This design comes from an exercise in tuning for small area, a short achievable clock period and few clock cycles on the open sky130 flow, not from production work. Power is estimated from default activity; no workload was simulated.

## sctp_enc
module sctp_enc (
    input  wire        clk,
    input  wire        rst,
    input  wire        cmd_valid,
    output wire        cmd_ready,
    input  wire [3:0]  cmd_op,
    input  wire [63:0] cmd_arg,
    input  wire [3:0]  cmd_cnt,
    input  wire        cmd_last,
    output wire        out_valid,
    input  wire        out_ready,
    output wire [63:0] out_data,
    output wire [3:0]  out_cnt,
    output wire        out_last,
    output wire        out_fault
);
Size in the first run: roughly 1200 cells after synthesis, roughly 150 flip-flops, ~150 I/O pins, about 0.011 sq mm of cells after synthesis.
clock: 4.5 ns
lec_check: 0
cap_margin: 20
core_margin: 2
core_utilization: 40
setup_slack_margin: 1.5
slew_margin: 20
standard.sh (not shown) runs the stock make flow with config.mk's settings and CLKGATE_MAP_FILE= SYNTH_SCRIPT=/design/flow/synth_recipe.tcl, a recipe that flattens the netlist after the stock synthesis.
==> flow/flow/run.sh <==
#!/bin/bash
# Standard ORFS flow, with the ports buffered by buf_1 cells and the clock
# tree built without dummy loads.
export BUFFER_PORTS_ARGS="-buffer_cell sky130_fd_sc_hd__buf_1"
export CTS_ARGS="-sink_clustering_enable -repair_clock_nets -dont_use_dummy_load -sink_clustering_size 28 -sink_clustering_max_diameter 70"
bash standard.sh > standard.log 2>&1
Rerun with:
--- a/flow/config.mk
+++ b/flow/config.mk
@@ -9,4 +9,4 @@
 export CORE_MARGIN = 2
 export CORE_UTILIZATION = 40
-export SETUP_SLACK_MARGIN = 1.5
+export SETUP_SLACK_MARGIN = 1.9
 export SLEW_MARGIN = 20
Result: Power is higher by a few percent. Cell count is higher by a few percent. Setup slack gets better by 140 ps. Wire length is higher by roughly a tenth. Die area is unchanged. Via count is higher by a few percent. Design area is higher by roughly a tenth. Synthesized area stays the same. Fmax is higher by a few percent. Count of clock-buffer cells in the layout is unchanged.
No run of this note included a check of the RTL's function; only the layout flow was run.

* * *

lagoon:
sctp_enc, a different RTL version from the one above (not shown whole).
Size in the first run: about 1500 cells after synthesis, ~240 flip-flops, roughly 150 I/O pins, roughly 0.014 mm² of cells after synthesis.
==> flow/config.mk <==
export PLATFORM = sky130hd
export DESIGN_NAME = sctp_enc
export DESIGN_NICKNAME = sctp_enc
export VERILOG_FILES = /design/flow/design.v
export SDC_FILE = /design/flow/constraint.sdc
export NUM_CORES = 4
export LEC_CHECK = 0
export CAP_MARGIN = 20
export CORE_MARGIN = 2
export CORE_UTILIZATION = 60
export SETUP_SLACK_MARGIN = 2.2
export SLEW_MARGIN = 20
==> flow/constraint.sdc <==
create_clock -name core_clock -period 4.5 [get_ports {clk}]
set_input_delay 0.9000 -clock core_clock [delete_from_list [all_inputs] [get_ports {clk}]]
set_output_delay 0.9000 -clock core_clock [all_outputs]
set_load 0.01 [all_outputs]
==> flow/flow/run.sh <==
#!/bin/bash
# Standard ORFS flow, with the ports buffered by buf_2 cells.
export BUFFER_PORTS_ARGS="-buffer_cell sky130_fd_sc_hd__buf_2"
bash standard.sh > standard.log 2>&1
lagoon reached the end of the flow, and the finished layout is clean on the timing, DRC and antenna checks.
The following lists how nickel was set up differently from lagoon:
-- flow/config.mk --
<<< lagoon, line 8
export CAP_MARGIN = 20
export CORE_MARGIN = 2
export CORE_UTILIZATION = 60
export SETUP_SLACK_MARGIN = 2.2
export SLEW_MARGIN = 20
>>> nickel, line 8
export CAP_MARGIN = 20
export CORE_MARGIN = 2
export CORE_UTILIZATION = 40
export SETUP_SLACK_MARGIN = 2.2
export SLEW_MARGIN = 20
Notes after the runs:
- [compare] base=lagoon new=nickel: final critical path time including I/O delays and setup went up, number of instances in the synthesized netlist did not really move, actual transition at the worst max-transition pin went up, final standard cell area without fillers went up, required time at the worst-slack endpoint did not really move.
- nickel reports its capturing element of the worst setup path as e_leb$_DFFE_PN_ while lagoon reports eS[23]$_DFFE_PN_.
- Fmax | nickel vs lagoon | nickel slower
- Going from lagoon to nickel, power in sequential cells essentially unchanged, peak supply drop fell about 30%, wire length of the first global-routing pass went up 3200 µm.
> inputs changed (nickel -> amber)
==> flow/flow/run.sh <==
#!/bin/bash
# Standard ORFS flow, with the ports buffered by buf_1 cells and the clock
# tree built without dummy loads.
export BUFFER_PORTS_ARGS="-buffer_cell sky130_fd_sc_hd__buf_1"
export CTS_ARGS="-sink_clustering_enable -repair_clock_nets -dont_use_dummy_load -sink_clustering_size 28 -sink_clustering_max_diameter 70"
bash standard.sh > standard.log 2>&1
-- flow/config.mk --
<<< nickel, line 9
export CORE_MARGIN = 2
export CORE_UTILIZATION = 40
export SETUP_SLACK_MARGIN = 2.2
export SLEW_MARGIN = 20
>>> amber, line 9
export CORE_MARGIN = 2
export CORE_UTILIZATION = 40
export SETUP_SLACK_MARGIN = 2.0
export SLEW_MARGIN = 20
### Flow results
- In the flow results for nickel and amber, the sequential share of cell area is larger on amber.
- amber ended up with a lower total power divided by cell area than nickel did.
- Largest clock skew in the final design (lower): nickel
- nickel and amber ended up with nearly the same combined flip-flop and latch cell area.
- Of nickel and amber, nickel shows the lower worst hold-check slack, with amber above it.
- NOTE number of global-route vias before repair nickel->amber decreased by a few percent
- Power: nickel and amber compared, lower one is amber
- met3 routing resource usage after global routing, nickel and amber, lower one = nickel.
- Diff nickel..amber | synthesized area | negligible
- Between nickel and amber, the difference in placed cell count is negligible.
- Setup slack deteriorates in amber relative to nickel.
No run of this note included a check of the RTL's function; only the layout flow was run.

==> port drivers added, routing unchanged <==
Ports are ideal in the flow. The routed layouts listed here were re-timed in OpenROAD. Step 1: set_driving_cell puts a clkbuf_16 on clk and a buf_2 on each other input, an assumption about the parent block. Step 2 times the ports against the registers' clock, not the clock port: input delays grow and output delays shrink by t, the midpoint of the rising clock arrivals with the driver on. Slacks: ideal / step 1 / step 2; pairs: ideal / step 1.
run | t (ns) | slack for setup (ns) | slew at the worst register clock pin (ns) | cell pins on the clock port's net
the first run of note 1 | 0.465 | 0.630 / 0.635 / 0.171 | 0.07 / 0.07 | 1
the second run of note 1 | 0.472 | 0.772 / 0.782 / 0.310 | 0.07 / 0.07 | 1
lagoon | 0.585 | 1.783 / 1.796 / 1.211 | 0.07 / 0.07 | 1
nickel | 0.591 | 1.703 / 1.715 / 1.124 | 0.07 / 0.07 | 1
amber | 0.539 | 1.646 / 1.650 / 1.110 | 0.11 / 0.11 | 1
After both steps every run listed still meets setup and hold. For nickel, which loses most, drivers alone change the setup slack by +0.012 ns; drivers and shift together by -0.579 ns.
